Background: an optimization exercise with open tools, aiming at small area, a short achievable clock period and few clock cycles. Do not read the settings as production practice.
Function was checked by simulation only, so behaviour that the tests miss may differ from the original.
Power is estimated from default activity; no workload was simulated.

Design lz77_dec, start of the top module:
module lz77_dec (
    input  wire        clk,
    input  wire        rst,              
    input  wire        start,
    input  wire [15:0] npix,             
    output wire        busy,
    output wire        done,             
    output wire        err,              
    input  wire        in_valid,
    output wire        in_ready,
    input  wire [7:0]  in_byte,
    output wire        out_valid,
    input  wire        out_ready,
    output wire [23:0] out_pixel         
);
Size in the first run: about 840 cells after synthesis, ~130 flip-flops, ~58 I/O pins, about 0.0085 mm2 of cells after synthesis.
Settings: LEC_CHECK=0, CAP_MARGIN=20, CORE_MARGIN=2, CORE_UTILIZATION=50, CTS_BUF_LIST=sky130_fd_sc_hd__clkbuf_8, CTS_CLUSTER_SIZE=30, SLEW_MARGIN=20; clock period 8.0 ns.
standard.sh (not shown) runs the stock make flow with config.mk's settings and CLKGATE_MAP_FILE= SYNTH_SCRIPT=/design/flow/synth_recipe.tcl, a recipe that flattens the netlist after the stock synthesis.
==> flow/flow/run.sh <==
#!/bin/bash
# The standard layout, with plain buffers (buf_2) on the ports instead of
# the delay-cell buffers that buffer_ports picks by default, and timing
# repair aiming at 5.4 ns of setup slack. The whole make output goes to
# standard.log; ORFS keeps each step's log under orfs/logs.
set -euo pipefail
export BUFFER_PORTS_ARGS="-buffer_cell sky130_fd_sc_hd__buf_2"
export SETUP_SLACK_MARGIN=5.4
bash standard.sh > standard.log 2>&1
Testbench counts at the start, summed over its fixed seeds: cycles 47,934.
==> next run, changes <==
==> flow/run.sh (new file) <==
#!/bin/bash
# synth_recipe.tcl (not shown) runs the flow's synth.tcl, then flattens the netlist and writes it again
# the make line also repeats each setting of config.mk as NAME=value (left out here)
make -C /OpenROAD-flow-scripts/flow DESIGN_CONFIG=/design/flow/config.mk WORK_HOME=/design/flow/orfs CLKGATE_MAP_FILE= SYNTH_SCRIPT=/design/flow/synth_recipe.tcl finish
Settings changed: SETUP_SLACK_MARGIN set to 5.
removed: flow/flow/run.sh
removed: flow/standard.sh
=> The changed run completed with no timing, DRC or antenna violations; via count falls by 0.94%; clock power goes up by about 3.5%; worst hold slack improves by 10 ps; worst setup slack is better by 14 ps; routed wire length came out lower by about 4.3%; synthesized area is unchanged; die area stays the same; total power went down by 0.43%; final cell count came out lower by about 0.36%.
==> next run, changes <==
==> flow/flow/run.sh (new file) <==
#!/bin/bash
# The standard layout, with plain buffers (buf_2) on the ports instead of
# the delay-cell buffers that buffer_ports picks by default. The whole
# make output goes to standard.log; ORFS keeps each step's log under orfs/logs.
set -euo pipefail
export BUFFER_PORTS_ARGS="-buffer_cell sky130_fd_sc_hd__buf_2"
bash standard.sh > standard.log 2>&1
==> flow/standard.sh (new file) <==
#!/bin/bash
# synth_recipe.tcl (not shown) runs the flow's synth.tcl, then flattens the netlist and writes it again
# the make line also repeats each setting of config.mk as NAME=value (left out here)
make -C /OpenROAD-flow-scripts/flow DESIGN_CONFIG=/design/flow/config.mk WORK_HOME=/design/flow/orfs CLKGATE_MAP_FILE= SYNTH_SCRIPT=/design/flow/synth_recipe.tcl "${@:-finish}"
Settings changed: CTS_BUF_LIST sky130_fd_sc_hd__clkbuf_8 to sky130_fd_sc_hd__clkbuf_4.
removed: flow/run.sh
What happened:
- synthesized cell count stays the same
- global-route usage is lower by 1.0 points
- area after synthesis does not change
- flip-flop and latch count is unchanged
- count of clock-buffer cells in the layout rose by 6
- routed wire length shrinks by 2.8%
- worst hold slack improves by 10 ps
- total power fell by 13%
- worst setup slack gets worse by 54 ps
==> next run, changes <==
Settings changed: CORE_UTILIZATION 50 to 40, CTS_BUF_LIST sky130_fd_sc_hd__clkbuf_4 to sky130_fd_sc_hd__clkbuf_8.
Outcome: First-iteration DRC count climbs by roughly a tenth; combinational power drops slightly; final area climbs by a few percent; wire length climbs by a few percent; register-to-register slack gets better by 30 ps.
==> next run, changes <==
Settings changed: CORE_UTILIZATION 40 to 50.
What happened:
- The changed run went through all stages and came out clean
- synthesized cell count stays the same
- wire length is lower by 2.2%
- via count is higher by 0.51%
- maximum frequency is higher by 3.6%
- clock-buffer cell count is higher by 5
- cell count is lower by 4.7%
- first-iteration DRC count is lower by 15%
- critical path depth is lower by 1
- total power is lower by 3.0%

port drivers added, routing unchanged:
In the flow no input, the clock included, has a driving cell. The finished layouts below were timed again as built, in two steps.
Step 1 sets driving cells, clkbuf_16 on the clock port and buf_2 on the other inputs (assumed; they add their load-dependent delay and slew).
Step 2 also shifts input and output timing later by t, the mid clock arrival at the registers, as if the neighbouring blocks saw the same clock.
Slacks: ideal / step 1 / step 2; pairs: ideal / step 1.
run	t (ns)	setup WS [ns]	hold slack, ns	latest minus earliest clock arrival (ns)	worst register clock-pin slew, ns
the first run	0.508	5.020 / 4.976 / 4.834	0.479 / 0.479 / 0.479	0.011 / 0.011	0.09 / 0.09
the second run	0.492	5.034 / 4.999 / 4.575	0.489 / 0.489 / 0.489	0.018 / 0.018	0.08 / 0.08
the third run	0.565	4.980 / 4.942 / 4.618	0.499 / 0.499 / 0.499	0.022 / 0.022	0.12 / 0.12
the fourth run	0.505	4.968 / 4.929 / 4.680	0.491 / 0.491 / 0.491	0.018 / 0.018	0.09 / 0.09
the fifth run	0.477	5.074 / 5.037 / 4.659	0.495 / 0.495 / 0.495	0.015 / 0.015	0.08 / 0.08
After both steps every run listed still meets setup and hold. The setup slack of the second run, which loses most, moves by -0.035 ns with the drivers and by -0.459 ns with both steps.
